What follows belongs to an exercise in optimizing a design on an open flow for small area, a short achievable clock period and few clock cycles; a production flow would make more cautious choices. RTL that was checked went through simulation tests only; none was proved equivalent to the original. No functional check of the RTL was part of runs 3 and 4.

<file path="design/flow/flow/run.sh">
#!/bin/bash
# Standard ORFS layout, with repair_timing aiming for extra setup slack.
set -euo pipefail
MARGIN=$(cat flow/margin.txt)
bash standard.sh SETUP_SLACK_MARGIN=$MARGIN finish > make_finish.log 2>&1
</file>
<file path="design/flow/flow/margin.txt">
10
</file>
<file path="design/flow/standard.sh">
#!/bin/bash
# synth_recipe.tcl (not shown) runs the flow's synth.tcl, then flattens the netlist and writes it again
# the make line also repeats each setting of config.mk as NAME=value (left out here)
make -C /OpenROAD-flow-scripts/flow DESIGN_CONFIG=/design/flow/config.mk WORK_HOME=/design/flow/orfs CLKGATE_MAP_FILE= SYNTH_SCRIPT=/design/flow/synth_recipe.tcl "${@:-finish}"
</file>
<file path="design/flow/config.mk">
export PLATFORM = sky130hd
export DESIGN_NAME = montpow32
export DESIGN_NICKNAME = montpow32
export VERILOG_FILES = /design/flow/design.v
export SDC_FILE = /design/flow/constraint.sdc
export NUM_CORES = 4
export LEC_CHECK = 0
export CAP_MARGIN = 10
export CORE_MARGIN = 2
export CORE_UTILIZATION = 60
export PLACE_DENSITY = 0.7
export SLEW_MARGIN = 10
</file>
<file path="design/flow/constraint.sdc">
create_clock -name core_clock -period 15.0 [get_ports {clk}]
set_input_delay 3.0000 -clock core_clock [delete_from_list [all_inputs] [get_ports {clk}]]
set_output_delay 3.0000 -clock core_clock [all_outputs]
set_load 0.01 [all_outputs]
</file>
<file path="design/flow/design.v">
module montpow32 (
    input  wire        clk,
    input  wire        rst,       
    input  wire        start,     
    input  wire [1:0]  variant,
    input  wire [31:0] n,
    input  wire [31:0] ninv,
    input  wire [31:0] rmodn,
    input  wire [31:0] base,
    input  wire [31:0] exp,
    output wire        ready,
    output reg         done,
    output wire [31:0] result
);
    localparam integer K  = 4;
    localparam integer NC = 32 / K;
    localparam integer CW = (NC > 16) ? 5 : (NC > 8) ? 4 : (NC > 4) ? 3 : (NC > 2) ? 2 : 1;
    localparam [1:0] S_IDLE = 2'd0,
                     S_MUL  = 2'd1,    
                     S_SQ   = 2'd2,    
                     S_FIN  = 2'd3;    
    reg [1:0]    state;
    reg [CW-1:0] cnt;
    reg          pendm;     
    reg          pendc;     
    reg          fin_cp;    
    reg          ready_q;
    reg          fin_mul;   
    reg          first;     
    reg          qany;      
    reg [1:0]  var_q;
    reg [31:0] n_q;
    reg [31:0] res_q;
    reg [31:0] base_q;
    reg [31:0] k_q;
    reg [32:0] s_q;
    reg [32:0] c_q;
    reg           init;      
    reg  [K-1:0]  xd;        
    reg           q0;        
    wire [31:0]   xw   = (state == S_SQ) ? base_q : res_q;
    wire [CW-1:0] cnt1 = cnt + 1'b1;
    wire [K-1:0]  xd_cont = xw[cnt1*K +: K];    
    wire [32:0] ss [0:K];
    wire [32:0] cc [0:K];
    wire [K-1:0] qv;
    wire [K:0]   qc;    
    assign qc[0] = 1'b0;
    assign ss[0] = init ? 33'd0 : s_q;
    assign cc[0] = init ? 33'd0 : c_q;
    genvar gi;
    generate
        for (gi = 0; gi < K; gi = gi + 1) begin : g_step
            wire [33:0] s0 = {1'b0, ss[gi]};
            wire [33:0] c0 = {1'b0, cc[gi]};
            wire [33:0] a  = xd[gi] ? {2'b00, base_q} : 34'd0;
            wire [33:0] m1;
            wire [33:0] c1 = {m1[32:0], 1'b0};
            wire        q;
            wire [33:0] b  = q ? {2'b00, n_q} : 34'd0;
            wire [33:0] s1, s2, m2;
            genvar gj;
            for (gj = 0; gj < 34; gj = gj + 1) begin : g_fa
                assign {m1[gj], s1[gj]} = {1'b0, s0[gj]} + {1'b0, c0[gj]} + {1'b0, a[gj]};
                assign {m2[gj], s2[gj]} = {1'b0, s1[gj]} + {1'b0, c1[gj]} + {1'b0, b[gj]};
            end
            assign      q  = (gi == 0) ? q0 : qc[gi];
            if (gi + 1 < K) begin : g_qn
                assign qc[gi+1] = (s1[1] ^ m1[0] ^ (xd[gi+1] & base_q[0])) ^ (q & ~n_q[1]);
            end else begin : g_qk
                assign qc[gi+1] = s1[1] ^ m1[0] ^ (q & ~n_q[1]);
            end
            wire [33:0] c2 = {m2[32:0], 1'b0};
            assign qv[gi]    = q;
            assign ss[gi+1]  = s2[33:1];
            assign cc[gi+1]  = c2[33:1];
        end
    endgenerate
    wire [32:0] t  = s_q + c_q;
    wire [33:0] o  = var_q[1] ? (qany ? 34'd0 : {2'b00, n_q}) : ~{2'b00, n_q};
    wire [33:0] u  = {1'b0, t} + o + {33'd0, ~var_q[1]};
    wire        use_u   = var_q[1] | ~u[33];
    wire [31:0] fin_res = use_u ? u[31:0] : t[31:0];
    assign ready  = ready_q;
    assign result = res_q;
    always @(posedge clk) begin
        s_q  <= ss[K];
        c_q  <= cc[K];
        qany <= (init ? 1'b0 : qany) | (|qv);
        init <= 1'b0;
        xd   <= xd_cont;
        q0   <= qc[K] ^ (xd_cont[0] & base_q[0]);
        if (rst) begin
            state   <= S_IDLE;
            ready_q <= 1'b1;
            done    <= 1'b0;
            pendm   <= 1'b0;
            pendc   <= 1'b0;
            cnt     <= {CW{1'b0}};
        end else begin
            done <= 1'b0;
            case (state)
                S_IDLE: begin
                    var_q  <= variant;
                    n_q    <= n;
                    base_q <= base;
                    res_q  <= rmodn;
                    k_q    <= exp;
                    first  <= 1'b1;
                    pendm  <= 1'b0;
                    pendc  <= 1'b0;
                    cnt    <= {CW{1'b0}};
                    init   <= 1'b1;
                    xd     <= (exp[0] & variant[1]) ? rmodn[K-1:0] : base[K-1:0];
                    q0     <= ((exp[0] & variant[1]) ? rmodn[0] : base[0]) & base[0];
                    if (start) begin
                        if (exp == 32'd0) begin
                            done <= 1'b1;
                        end else begin
                            ready_q <= 1'b0;
                            if (exp[0] & variant[1]) begin
                                state <= S_MUL;
                            end else begin
                                if (exp[0]) begin
                                    first <= 1'b0;
                                    pendc <= 1'b1;
                                end
                                if (exp[31:1] != 31'd0) begin
                                    state <= S_SQ;
                                end else begin
                                    state   <= S_FIN;
                                    fin_mul <= 1'b1;
                                    fin_cp  <= 1'b1;
                                end
                            end
                        end
                    end
                end
                S_MUL: begin
                    cnt <= cnt + 1'b1;
                    if (cnt == NC - 1) begin
                        cnt   <= {CW{1'b0}};
                        first <= 1'b0;
                        if (k_q[31:1] != 31'd0) begin
                            state <= S_SQ;
                            pendm <= 1'b1;
                            init  <= 1'b1;
                            xd    <= base_q[K-1:0];
                            q0    <= base_q[0];
                        end else begin
                            state   <= S_FIN;
                            fin_mul <= 1'b1;
                            fin_cp  <= 1'b0;
                        end
                    end
                end
                S_SQ: begin
                    if (pendm | pendc)
                        res_q <= pendc ? base_q : fin_res;
                    pendm <= 1'b0;
                    pendc <= 1'b0;
                    cnt <= cnt + 1'b1;
                    if (cnt == NC - 1) begin
                        cnt     <= {CW{1'b0}};
                        state   <= S_FIN;
                        fin_mul <= 1'b0;
                    end
                end
                S_FIN: begin
                    if (fin_mul) begin
                        res_q   <= fin_cp ? base_q : fin_res;
                        done    <= 1'b1;
                        ready_q <= 1'b1;
                        state   <= S_IDLE;
                    end else begin
                        base_q <= fin_res;
                        k_q    <= {1'b0, k_q[31:1]};
                        if (k_q[1] & ~(first & ~var_q[1])) begin
                            state <= S_MUL;
                            init  <= 1'b1;
                            xd    <= res_q[K-1:0];
                            q0    <= res_q[0] & fin_res[0];
                        end else begin
                            if (k_q[1]) begin
                                res_q <= fin_res;
                                first <= 1'b0;
                            end
                            if (k_q[31:2] != 30'd0) begin
                                state <= S_SQ;
                                init  <= 1'b1;
                                xd    <= fin_res[K-1:0];
                                q0    <= fin_res[0];
                            end else begin
                                done    <= 1'b1;
                                ready_q <= 1'b1;
                                state   <= S_IDLE;
                            end
                        end
                    end
                end
            endcase
        end
    end
endmodule
</file>
==> results of run 1 <==
[worst max-delay path: cells and delay by family, from the launching register on]
family                     cells  cell delay, ps
AOI/OAI and AO/OA              1             120
xor gates and xnor gates       6            1080
and+or+nand+nor                3             470
adders and majority gates      5            2560
buffers and inverters          2             340
DFF                            1             390
[placed cells by master, fill, tap and decap left out, drive strengths merged, types with 82 or more instances in the layout]
cell | Yosys | routed
a21oi | 102 | 102
and2 | 257 | 257
buf | 6 | 117
clkdlybuf4s50 | 0 | 165
dfxtp | 82 | 82
edfxtp | 131 | 131
fa | 258 | 258
nand2 | 130 | 130
nor2 | 118 | 118
o21ai | 132 | 132
[sequential cells by signal, indices dropped and copies added, names as in the netlist]
name and cells:
var_q 1, fin_mul 1, base_q 32, init 1, ready_q 1, done 1
cnt 3, pendm 1, q0 1, qany 1, pendc 1, res_q 32
s_q 33, state 2, first 1, fin_cp 1, n_q 32, c_q 33
xd 4, k_q 31
[worst max-delay path by stage]
stage / cells past startpoint / end / startpoint / slack [ps]
6_report: 17 / q0 / init / 9900
3_5_place_dp: 20 / res_q[24] / s_q[0] / 8210
4_1_cts: 16 / q0 / xd[0] / 9890
3_3_place_gp: 20 / res_q[24] / s_q[0] / 8240
5_1_grt: 17 / q0 / base_q[0] / 9760
2_1_floorplan: 2 / base_q[0] / rst / 9760
[stage by stage]
| step | cell area, um2 | instances |
|---|---|---|
| after floorplan | 20450 | 1964 |
| after global placement | 22520 | 2512 |
| after detailed placement | 22520 | 2512 |
| after CTS | 24410 | 2611 |
| after global routing | 25450 | 2658 |
| final | 25450 | 2660 |
[logic make-up (layout without fill, tap and decap cells)]
kind of cell,after synthesis,in the layout
other,0,2
flip-flops,213,213
multiplexers,79,79
buffers and inverters,150,396
AO/OA/AOI/OAI,424,424
XOR/XNOR,62,62
adder cells (fa/ha/maj),338,338
AND/OR/NAND/NOR,698,698
[what timing repair did]
action                     in CTS  in global routing
setup endpoints to repair     185                127
hold endpoints to repair        0                  0
pin swaps                      70                100
cloned                          4                  5
setup buffers                  45                 42
gates resized for setup       116                132
[layer usage]
metal	vias up	share of wire (%)	global-route usage (%)
li1	7352	-	-
met1	8505	37	48.74
met2	1026	46	59.20
met3	245	11	6.295
met4	0	6.1	16.08
met5	-	0	0
[area by class of cell]
type,instances,area (um2),area share (%)
multi-input combinational,1601,15210,59.75
inverter,60,229.0,0.8995
sequential,213,5593,21.97
antenna,2,5.005,0.01966
tap,448,560.5,2.202
clock inverter,15,182.7,0.7177
clock buffer,35,775.7,3.048
timing repair buffer,286,2899,11.39
==> flow_summary.toml, run 1 <==
[clock_network]
cts_made_buffers = 27
cts_hold_repair.buffers = 0
root_buffer = "clkbuf_16"
clk_pin_slew_ps = 60
cts_buffer_depth = 3
numClockSinks = 213
clock_latency_ps = 570
htree_levels = 1
cts_tree = "built"

[setup_path]
critPathArrivalTime_ps = 5550
slowest_delay_ps = 560
crit_slowest_cell = "fa_2"
worstReg2RegEnd = "q0"
crit_path_end_kind = "register"
reg2reg_slack_ps = 9900
crit_fanout = 33
crit_chain = "buf_12 > nor2b_1 > fa_1 > fa_2 > fa_2 > xnor2_2 > xnor2_2 > xnor2_2 > buf_12 > and2_1 > fa_1 > fa_2 > xnor2_2 > xnor2_1 > xnor2_1 > nand2_1 > o2bb2ai_1"
reg2reg_from = "init"
path_class = "register to register"
path_common_cell = "xnor2_2"
reg2regPathDepth = 17
cp_data_required_time_ps = 15450
startpoint_type = "register"

[min_path]
hold_end = "cnt[1]"
hold_path_class = "register to register"
hold_start = "cnt[1]"
whs_path_depth = 2

[logic_synthesis]
synthSimpleGateAreaFrac_pct = 18.25
syn_area_per_cell_um2 = 10.39
synth_nets = 2467
synth_compound_area_share_pct = 13.26
synth-seq-area-share_pct = 27.33
synth_most_common_cell = "fa_1"
synth-edff-count = 131
synth_xor_area_share_pct = 2.730
synth_top_area_share_pct = 25.32
post_synth_fa_ha_maj_area_fraction_pct = 30.23
synth_cell_types = 80
syn_area_mm2 = 0.02040
netlist_top_cells_count = "258 x fa_1, 250 x and2_1, 131 x edfxtp_1"
synthFlopType = "edfxtp_1"
syn-instance-count = 1964
ys_ff_latch = 213
yosys_warnings = 1
synth_top_family_by_area = "adder cells"
yosysTopAreaCell = "fa_1"
synthMuxAreaShare_pct = 5.349
async_reset_ff_share_pct = 0
ys_top_cells_by_area = "fa_1 25%, edfxtp_1 19%, dfxtp_1 8.0%, and2_1 7.7%, ha_1 4.9%"

[sta]
fmaxAchievable_ghz = 0.1961
layout_worst_path_cycle_share_pct = 34.00
relSlewSlack_pct = 28.52
hold_violations = 0
min_period_ps = 5101
worst_slack_ps = 9899
maxSlewViolCount = 0
tns_ps = 0
hold_ws_ps = 513.9
clock_skew_ps = 16.39
rsz0062_at_grt = "yes"
setup_viol = 0
worstMarginPinSlew_ps = 1071

[floorplanning]
dieArea_mm2 = 0.03549
die_w_um = 188.4
start_util_pct = 60.83
fp-row-count = 67
die_h_um = 188.4
io_pins = 199
core_area_mm2 = 0.03353

[grt]
grt_pass1_wl_mm = 98.29
grt_max_degree = 80
overflow = 0
antenna_found_initial = 2
grt.total_usage_pct = 36.53
grt_pass1_vias = 17160

[routing]
drt_pass1_iterations = 6
drtIter0Drc = 1689
ant_nets = 0
post-route-drc-count = 0
via_count = 17130
vias_per_cell = 6.439
wire_per_inst_um = 25.04
wl_mm = 66.61

[cells_and_area]
area_growth_pct = 24.79
nets = 2692
drive_above_1_share_pct = 18.42
fin_util_pct = 75.91
fillers = 2234

[placement]
dp_slack_ps = 8211
io_buffers = 165
gp_congestion = 0.9860
hpwlAfterDp_mm = 45.41

[status]
status = "no timing/DRC/antenna violations"

[run]
max_cap_viol_count = 0
Testbench counts, summed over its fixed seeds: cycles 316,342.
==> run 2: changes to the inputs <==
==> design/flow/flow/run.sh (replaced) <==
#!/bin/bash
# Standard ORFS layout, with repair_timing aiming for extra setup slack and
# full adders left to ABC instead of the adder cells.
set -euo pipefail
MARGIN=$(cat flow/margin.txt)
bash standard.sh SETUP_SLACK_MARGIN=$MARGIN ADDER_MAP_FILE= finish > make_finish.log 2>&1
--- a/design/flow/config.mk
+++ b/design/flow/config.mk
@@ -7,3 +7,3 @@
 export LEC_CHECK = 0
-export CAP_MARGIN = 10
+export CAP_MARGIN = 20
 export CORE_MARGIN = 2
@@ -11,2 +11,2 @@
 export PLACE_DENSITY = 0.7
-export SLEW_MARGIN = 10
+export SLEW_MARGIN = 20
==> run 2 against run 1 <==
Still clean. Worst hold slack worse by 32 ps. Maximum frequency down 1.6%. Sequential share of layout area down 1.5 points. Synthesized cell count up 43%. Wire length up 10%. Register-to-register slack worse by 80 ps. Via count up 26%. Sequential cell count unchanged. Core utilization down 2.5 points. Non-clock buffer count down 34.
==> flow_summary.toml, run 2 <==
[sta]
layout_worst_path_cycle_share_pct = 34.56
worstMarginPinSlew_ps = 1043
tns_ps = 0
maxSlewViolCount = 0
clock_skew_ps = 17.56
min_period_ps = 5184
setup_viol = 0
hold_violations = 0
rsz0062_at_grt = "yes"
relSlewSlack_pct = 30.45
fmaxAchievable_ghz = 0.1929

[routing]
vias_per_cell = 6.179
ant_nets = 0
drt_pass1_iterations = 8
post-route-drc-count = 0
drtIter0Drc = 1997
via_count = 21600
wire_per_inst_um = 21.05
wl_mm = 73.60

[run]
max_cap_viol_count = 0

[logic_synthesis]
ys_ff_latch = 213
ys_top_cells_by_area = "xnor2_1 18%, edfxtp_1 17%, maj3_1 9.2%, dfxtp_1 7.2%, nand2_1 6.8%"
syn-instance-count = 2817
post_synth_fa_ha_maj_area_fraction_pct = 9.320
synth-edff-count = 131
syn_area_mm2 = 0.02292
synthSimpleGateAreaFrac_pct = 22.00
synth_top_family_by_area = "XOR/XNOR gates"
async_reset_ff_share_pct = 0
synthMuxAreaShare_pct = 4.095
yosysTopAreaCell = "xnor2_1"
synthFlopType = "edfxtp_1"
synth_xor_area_share_pct = 23.76
synth_cell_types = 88
synth_compound_area_share_pct = 13.10
synth_nets = 2982
synth-seq-area-share_pct = 24.33
yosys_warnings = 1
synth_most_common_cell = "xnor2_1"
synth_top_area_share_pct = 17.77
netlist_top_cells_count = "465 x xnor2_1, 414 x nand2_1, 249 x nor2_1"
syn_area_per_cell_um2 = 8.135

[setup_path]
crit_buf_inv = 5
path_class = "register to register"
slowest_delay_ps = 510
crit_fanout = 6
crit_chain = "nand2_1 > a211o_1 > a2111oi_4 > buf_4 > o211ai_4 > a2111oi_4 > o31ai_4 > buf_12 > a31o_4 > mux2_4 > or4b_4 > a221oi_2 > a41o_2 > buf_12 > o2111ai_4 > buf_12 > and2_4 > buf_6 > and3_4 > a2111oi_4 > o31ai_1"
crit_path_end_kind = "register"
crit_family = "compound AO/OA/AOI/OAI gates"
critPathArrivalTime_ps = 5600
cp_data_required_time_ps = 15420
crit_slowest_cell = "or4b_4"
startpoint_type = "register"

[grt]
grt_pass1_vias = 20660
grt_max_degree = 82
overflow = 0
grt.total_usage_pct = 36.33
antenna_found_initial = 2
grt_pass1_wl_mm = 111.9

[cells_and_area]
mostFrequentLayoutCells = "417 x xnor2_1, 408 x nand2_1, 244 x nor2_1"
area_growth_pct = 20.66
stdcell_count = 3496
layout_commonest_cell = "xnor2_1"
nets = 3129
design_area_mm2 = 0.02765
antenna_cells = 0
reg_top3 = "c_q: 33 flops, s_q: 33 flops"
drive_above_1_share_pct = 13.60

[placement]
io_buffers = 165
gp_congestion = 0.9429
placed_area_mm2 = 0.02488
dpl.cell_count = 3381
hpwlAfterDp_mm = 50.10

[clock_network]
clock_latency_ps = 580
cts_buffer_depth = 3
cts_made_buffers = 27
numClockSinks = 213
htree_levels = 1
cts_tree = "built"
clk_pin_slew_ps = 60
root_buffer = "clkbuf_16"
cts_hold_repair.buffers = 0

[floorplanning]
io_pins = 199
die_h_um = 199.4
start_util_pct = 60.84
die_w_um = 199.4
fp-row-count = 71
core_area_mm2 = 0.03767
dieArea_mm2 = 0.03977

[status]
status = "no timing/DRC/antenna violations"

[min_path]
hold_path_class = "register to register"
run 2: cell count changes after synthesis, sizes merged, moves of 86 or more:
cell / before / now
xnor2: 42 / 466
nand2: 130 / 414
fa: 258 / 0
maj3: 0 / 213
nor2: 118 / 249
xor2: 19 / 105
run 2: metal layers:
layer | share of wire [%] | GRT usage, % | vias up
li1 | - | - | 10100
met3 | 8.4 | 5.165 | 202
met1 | 40 | 46.60 | 10310
met4 | 5.5 | 18.13 | 0
met2 | 46 | 59.96 | 991
met5 | 0 | 0 | -
run 2: cell type report:
type                    instances  area [um2]
clock buffers                  34       721.9
clock inverters                16       156.4
fillers                      2983       10020
inverters                      60       229.0
multi-input cells            2410       17640
flip-flops and latches        213        5657
well taps                     511       639.4
repair buffers                252        2610
run 2: per-stage QoR:
| step | hold slack, ps | setup WS, ps | utilization (%) |
|---|---|---|---|
| finish | 482.1 | 9816 | 73.41 |
| global route | 516.0 | 9730 | 73.41 |
| CTS | 487.2 | 9944 | 72.03 |
| detailed placement | 461.7 | 8630 | 66.05 |
| global placement | 465.1 | 8737 | 66.05 |
| floorplan | 462.0 | 9984 | - |
run 2: kinds of logic (layout without fill, tap and decap cells):
kind of cell,Yosys count,count (layout)
compound gates,448,448
xor+xnor,590,590
fa+ha+maj,213,213
buf+inv,194,362
flops,213,213
mux,77,77
other cells,1,1
simple gates,1081,1081
run 2: timing repair:
item | in CTS | in global routing
setup endpoints to repair | 132 | 111
pin swaps | 32 | 24
buffers inserted | 44 | 15
gates resized for setup | 181 | 79
gates cloned | 6 | 0
run 2: path summary, 6_finish.rpt:
kind	from	to	slack [ps]	cells after the start
max	s_q[1]	q0	9820	21
min	ready_q	ready_q	480	1
max reg2reg	s_q[1]	q0	9820	21
min reg2reg	ready_q	ready_q	480	1
==> run 3: changes to the inputs <==
--- a/design/flow/design.v
+++ b/design/flow/design.v
@@ -78,5 +78,32 @@
     endgenerate
-    wire [32:0] t  = s_q + c_q;
+    function automatic [33:0] bk_add;
+        input [33:0] x, y;
+        input        ci;
+        reg   [33:0] p, g, pp, gg;
+        reg   [34:0] cy;
+        integer i, d;
+        begin
+            p = x ^ y;
+            g = x & y;
+            gg = g; pp = p;
+            for (d = 1; d < 34; d = d * 2)
+                for (i = 2 * d - 1; i < 34; i = i + 2 * d) begin
+                    gg[i] = gg[i] | (pp[i] & gg[i - d]);
+                    pp[i] = pp[i] & pp[i - d];
+                end
+            for (d = 16; d >= 1; d = d / 2)
+                for (i = 3 * d - 1; i < 34; i = i + 2 * d) begin
+                    gg[i] = gg[i] | (pp[i] & gg[i - d]);
+                    pp[i] = pp[i] & pp[i - d];
+                end
+            cy[0] = ci;
+            for (i = 0; i < 34; i = i + 1)
+                cy[i + 1] = gg[i] | (pp[i] & ci);
+            bk_add = p ^ cy[33:0];
+        end
+    endfunction
+    wire [33:0] tt = bk_add({1'b0, s_q}, {1'b0, c_q}, 1'b0);
+    wire [32:0] t  = tt[32:0];
     wire [33:0] o  = var_q[1] ? (qany ? 34'd0 : {2'b00, n_q}) : ~{2'b00, n_q};
-    wire [33:0] u  = {1'b0, t} + o + {33'd0, ~var_q[1]};
+    wire [33:0] u  = bk_add({1'b0, t}, o, ~var_q[1]);
     wire        use_u   = var_q[1] | ~u[33];
==> design/flow/flow/run.sh (replaced) <==
#!/bin/bash
# Standard ORFS layout, with repair_timing aiming for extra setup slack.
set -euo pipefail
MARGIN=$(cat flow/margin.txt)
bash standard.sh SETUP_SLACK_MARGIN=$MARGIN finish > make_finish.log 2>&1
==> run 3 against run 2 <==
Cell count decreased by 28%. Maximum frequency down 6.9%. Wire length shrank 15%. Clock skew about the same. Count of clock-buffer cells in the layout up 5. Non-clock buffer count grew 71. Design area down 8.6%. Register-to-register slack lost 380 ps. Sequential cell count stayed put. Critical path type unchanged. Critical endpoint is now res_q[7]. Highest routed layer unchanged.
==> flow_summary.toml, run 3 <==
[setup_path]
crit_family = "compound AO/OA/AOI/OAI gates"
reg2reg_from = "c_q[0]"
critPathArrivalTime_ps = 5870
cp.depth = 26
path_class = "register to register"
reg2regPathDepth = 26
crit_start = "c_q[0]"
cp-endpoint = "res_q[7]"
crit_fanout = 5
crit_path_end_kind = "register"
cp_data_required_time_ps = 15300
crit_slowest_cell = "or4_4"
slowest_delay_ps = 570
startpoint_type = "register"
reg2reg_slack_ps = 9430
worstReg2RegEnd = "res_q[7]"
crit_buf_inv = 4
path_common_cell = "a21oi_2"

[clock_network]
htree_levels = 1
root_buffer = "clkbuf_16"
cts_buffer_depth = 3
clk_pin_slew_ps = 60
cts_made_buffers = 27
cts_hold_repair.buffers = 0
cts_tree = "built"
clock_latency_ps = 560
numClockSinks = 213

[logic_synthesis]
synth-seq-area-share_pct = 28.35
syn_area_mm2 = 0.01966
ys_ff_latch = 213
synth_top_area_share_pct = 27.69
synth-edff-count = 131
synth_cell_types = 78
yosys_warnings = 1
synth_nets = 2314
synthFlopType = "edfxtp_1"
netlist_top_cells_count = "272 x fa_1, 257 x and2_1, 131 x edfxtp_1"
synth_most_common_cell = "fa_1"
async_reset_ff_share_pct = 0
syn-instance-count = 1798
yosysTopAreaCell = "fa_1"
syn_area_per_cell_um2 = 10.94
ys_top_cells_by_area = "fa_1 28%, edfxtp_1 20%, dfxtp_1 8.3%, and2_1 8.2%, ha_1 5.0%"

[sta]
worst_slack_ps = 9432
hold_violations = 0
fmaxAchievable_ghz = 0.1796
tns_ps = 0
clock_skew_ps = 17.89
layout_worst_path_cycle_share_pct = 37.12
setup_viol = 0
worstMarginPinSlew_ps = 1182
maxSlewViolCount = 0
relSlewSlack_pct = 21.22
min_period_ps = 5568
rsz0062_at_grt = "yes"

[grt]
overflow = 0
antenna_found_initial = 6
grt_pass1_vias = 16220
grt_pass1_wl_mm = 91.67
grt_max_degree = 91
grt.total_usage_pct = 35.76

[cells_and_area]
regArea_mm2 = 0.005589
fillers = 2160
mostFrequentLayoutCells = "249 x and2_1, 237 x fa_1, 165 x clkdlybuf4s50_1"
drive_above_1_share_pct = 23.55
layout_commonest_cell = "and2_1"
reg_top3 = "c_q: 33 flops, s_q: 33 flops"
area_growth_pct = 28.53
multi_input_comb_area_mm2 = 0.01466
nets = 2584

[run]
max_cap_viol_count = 0

[routing]
via_count = 15810
post-route-drc-count = 0
drtIter0Drc = 1556
wl_mm = 62.63
drt_pass1_iterations = 6
vias_per_cell = 6.241
ant_nets = 0
wire_per_inst_um = 24.72

[min_path]
hold_start = "qany"
hold_path_class = "register to register"

[floorplanning]
start_util_pct = 60.75
dieArea_mm2 = 0.03424
core_area_mm2 = 0.03237
die_w_um = 185.0
die_h_um = 185.0
fp-row-count = 66
io_pins = 199

[placement]
gp_congestion = 0.9387
io_buffers = 165
dp_slack_ps = 8308
hpwlAfterDp_mm = 41.29

[status]
status = "no timing/DRC/antenna violations"
## run 3: layout make-up
cell class                      instances  share of cell area, %
Multi-Input combinational cell       1419                  58.02
Sequential cell                       213                  22.11
Timing Repair Buffer                  323                  13.03
Clock buffer                           39                  2.970
Tap cell                              442                  2.188
Inverter                               84                  1.248
Clock inverter                         11                 0.4109
Antenna cell                            2                0.01980
## run 3: how the worst min path moves through the flow
| stage | end | slack (ps) | cells after the start |
|---|---|---|---|
| floorplan | qany | 430 | 2 |
| global placement | qany | 470 | 2 |
| detailed placement | qany | 470 | 2 |
| CTS | qany | 490 | 2 |
| global route | qany | 520 | 2 |
| finish | qany | 490 | 2 |
## run 3: cell families (layout without fill, tap and decap cells)
logic type      after synthesis  in the layout  share of synthesized area [%]
simple gates                605            607                          16.76
fa+ha+maj                   351            351                          32.72
compound gates              332            332                          11.00
flops                       213            213                          28.35
buf+inv                     168            457                          3.315
mux                          78             78                          5.580
xor+xnor                     51             51                          2.272
other cells                   0              2                              0
## run 3: worst min-delay path, delay by kind of cell, from the launching register on
kind,cells,cell delay [ps]
DFF,1,340
and+or+nand+nor,1,50
AOI/OAI and AO/OA,1,70
## run 3: layer usage
layer | track usage (%) | vias up | share of wire (%)
met5 | 0 | - | 0
met4 | 15.33 | 0 | 5.8
met3 | 4.896 | 219 | 8.9
met2 | 59.75 | 858 | 48
met1 | 47.08 | 7994 | 38
li1 | - | 6737 | -
## run 3: per-stage QoR
stage / hold slack, ps / util (%) / instance area (um2) / instances
after floorplan: 430.5 / - / 19780 / 1798
after global placement: 466.7 / 67.34 / 21800 / 2341
after detailed placement: 474.2 / 67.42 / 21830 / 2342
after CTS: 486.4 / 75.12 / 24320 / 2479
after global routing: 523.9 / 78.07 / 25270 / 2533
final: 488.2 / 78.07 / 25270 / 2533
## run 3: what timing repair did
item | CTS | global route
endpoints found under the hold margin | 0 | 0
endpoints found under the setup margin | 134 | 155
buffers inserted | 84 | 45
gates cloned | 3 | 7
pin swaps | 101 | 133
resized for setup | 185 | 121
==> run 4: changes to the inputs <==
--- a/design/flow/design.v
+++ b/design/flow/design.v
@@ -104,4 +104,3 @@
     endfunction
-    wire [33:0] tt = bk_add({1'b0, s_q}, {1'b0, c_q}, 1'b0);
-    wire [32:0] t  = tt[32:0];
+    wire [32:0] t  = s_q + c_q;
     wire [33:0] o  = var_q[1] ? (qany ? 34'd0 : {2'b00, n_q}) : ~{2'b00, n_q};
==> run 4 against run 3 <==
Critical path type unchanged. First-iteration DRC count grew 1.8%. Maximum frequency grew 5.5%. Die area grew 2.2%. Still clean. Synthesized cell count grew 6.9%. Core utilization shrank 0.51 points. Setup slack gained 290 ps. Wire length grew 5.3%. Design area grew 2.1%. Area after synthesis grew 2.3%. Sequential share of layout area shrank 0.46 points.
==> flow_summary.toml, run 4 <==
[sta]
hold_violations = 0
min_period_ps = 5278
rsz0062_at_grt = "yes"
maxSlewViolCount = 0
relSlewSlack_pct = 35.02
clock_skew_ps = 19.11
setup_viol = 0
tns_ps = 0
fmaxAchievable_ghz = 0.1895
worstMarginPinSlew_ps = 974.6
layout_worst_path_cycle_share_pct = 35.19

[grt]
grt.total_usage_pct = 37.27
grt_pass1_wl_mm = 98.95
grt_util_met3_pct = 6.754
grt_pass1_vias = 16980
met1_usage_pct = 47.90
met2_usage_pct = 61.18
grt_max_degree = 80
top_usage_layer = "met2"
overflow = 0
antenna_found_initial = 7

[routing]
wire_per_inst_um = 25.06
ant_nets = 0
drt_pass1_iterations = 6
post-route-drc-count = 0
vias_per_cell = 6.335
wl_mm = 65.94
drtIter0Drc = 1584
via_count = 16670

[cells_and_area]
design_area_mm2 = 0.02581
nets = 2660
fin_util_pct = 77.56
layout_commonest_cell = "and2_1"
reg_top3 = "c_q: 33 flops, s_q: 33 flops"
mostFrequentLayoutCells = "209 x and2_1, 176 x fa_1, 165 x clkdlybuf4s50_1"
drive_above_1_share_pct = 23.38
fillers = 2132
area_growth_pct = 28.36

[setup_path]
critPathArrivalTime_ps = 5580
reg2reg_from = "s_q[0]"
slowest_delay_ps = 390
crit_path_end_kind = "register"
path_class = "register to register"
crit_fanout = 6
startpoint_type = "register"
worstReg2RegEnd = "res_q[8]"
cp_data_required_time_ps = 15300
reg2regPathDepth = 21
reg2reg_slack_ps = 9720
crit_slowest_cell = "a221o_1"
crit_chain = "ha_4 > fa_2 > a21oi_4 > nor2_4 > o32ai_4 > a211oi_4 > buf_4 > o31ai_4 > xnor2_1 > ha_1 > a21o_1 > a221o_1 > a221oi_4 > or2b_4 > nand2_4 > a21oi_4 > buf_12 > mux2_4 > mux2_4 > a22oi_2 > o21ai_1"

[min_path]
whs_path_depth = 2
hold_end = "cnt[2]"
hold_path_class = "register to register"
hold_start = "cnt[2]"

[floorplanning]
core_area_mm2 = 0.03328
fp-row-count = 67
die_h_um = 187.1
start_util_pct = 60.42
dieArea_mm2 = 0.03500
io_pins = 199
die_w_um = 187.1

[logic_synthesis]
synth-seq-area-share_pct = 27.73
synthFlopType = "edfxtp_1"
synth_top_area_share_pct = 25.58
ys_top_cells_by_area = "fa_1 26%, edfxtp_1 20%, dfxtp_1 8.2%, and2_1 7.9%, ha_1 5.0%"
syn_area_mm2 = 0.02011
yosysTopAreaCell = "fa_1"
synth_nets = 2425
netlist_top_cells_count = "257 x fa_1, 255 x and2_1, 136 x nor2_1"
synth_cell_types = 73
async_reset_ff_share_pct = 0
syn-instance-count = 1922
synth-edff-count = 131
yosys_warnings = 1
ys_ff_latch = 213
syn_area_per_cell_um2 = 10.46
synth_most_common_cell = "fa_1"

[clock_network]
cts_tree = "built"
clock_latency_ps = 560
numClockSinks = 213
clk_pin_slew_ps = 60
cts_made_buffers = 27
cts_hold_repair.buffers = 0
cts_buffer_depth = 3
htree_levels = 1
root_buffer = "clkbuf_16"

[placement]
io_buffers = 165
hpwlAfterDp_mm = 42.73
gp_congestion = 0.9497
placed_area_mm2 = 0.02223

[status]
status = "no timing/DRC/antenna violations"

[run]
max_cap_viol_count = 0
[run 4: logic make-up after synthesis]
logic type	Yosys count	synth area share, %
simple gates	695	18.37
compound gates	392	12.31
fa+ha+maj	338	30.62
flops	213	27.73
buf+inv	142	2.825
mux	83	5.575
xor+xnor	59	2.570
[run 4: area by class of cell]
class                           instances  area (um2)  share of cell area, %
Antenna cell                            6       15.01                0.05817
Timing Repair Buffer                  295        3259                  12.63
Inverter                               52       195.2                 0.7562
Multi-Input combinational cell       1568       15380                  59.59
Tap cell                              448       560.5                  2.172
Clock buffer                           36       719.4                  2.787
Sequential cell                       213        5589                  21.65
Clock inverter                         13       92.59                 0.3587
[run 4: timing repair]
item	CTS	global route
pin swaps	178	171
gates resized for setup	241	152
setup buffers	68	25
gates cloned	14	1
endpoints found under the setup margin	178	133
[run 4: how the worst max path moves through the flow]
stage / startpoint / end / slack [ps] / cells past startpoint
2_1_floorplan: rst / base_q[0] / 9960 / 1
3_3_place_gp: xd[0] / s_q[12] / 8870 / 14
3_5_place_dp: xd[0] / s_q[20] / 8820 / 15
4_1_cts: s_q[0] / res_q[8] / 9810 / 21
5_1_grt: s_q[18] / res_q[24] / 9630 / 22
6_report: s_q[0] / res_q[8] / 9720 / 21
[run 4: per-layer routing]
| metal | up-vias | routed length (um) |
|---|---|---|
| li1 | 7178 | - |
| met3 | 225 | 6160 |
| met4 | 0 | 3918 |
| met1 | 8342 | 24120 |
| met5 | - | 0 |
| met2 | 922 | 31740 |
[run 4: critical path: cells and delay by family (launching register included)]
family | cells | cell delay, ps
AO/OA/AOI/OAI | 10 | 2320
adder cells (fa/ha/maj) | 3 | 850
flip-flops | 1 | 340
buffers and inverters | 2 | 390
AND/OR/NAND/NOR | 3 | 320
XOR/XNOR | 1 | 180
multiplexers | 2 | 600
[run 4: per-stage QoR]
stage / worst slack, ps / hold slack [ps] / instances
3_5_place_dp: 8817 / 482.2 / 2468
5_1_grt: 9625 / 545.1 / 2630
2_1_floorplan: 9957 / 454.5 / 1922
4_1_cts: 9812 / 497.0 / 2599
3_3_place_gp: 8869 / 472.2 / 2467
6_report: 9722 / 507.7 / 2631

## what the ideal ports hide
The flow's constraints put no driver on any port. The routed layouts listed below were extracted and timed again, unchanged, in two steps. Step 1: set_driving_cell puts a clkbuf_16 on clk and a buf_2 on each other input, an assumption about the parent block. Step 2 also shifts input and output timing later by t, the mid clock arrival at the registers, as if the neighbouring blocks saw the same clock. Three values: no drivers, after step 1, after step 2; two values: the first two.
| run | t, ns | slack for setup (ns) | hold slack, ns | pins driven straight from the clock port |
|---|---|---|---|---|
| run 1 | 0.617 | 9.899 / 9.899 / 9.584 | 0.514 / 0.514 / 0.514 | 1 |
| run 2 | 0.631 | 9.816 / 9.816 / 9.538 | 0.482 / 0.482 / 0.482 | 1 |
| run 3 | 0.611 | 9.432 / 9.432 / 9.432 | 0.488 / 0.488 / 0.488 | 1 |
| run 4 | 0.604 | 9.722 / 9.722 / 9.538 | 0.508 / 0.508 / 0.508 | 1 |
After both steps every run listed still meets setup and hold. For run 1, which loses most, drivers alone change the setup slack by 0.000 ns; drivers and shift together by -0.315 ns.
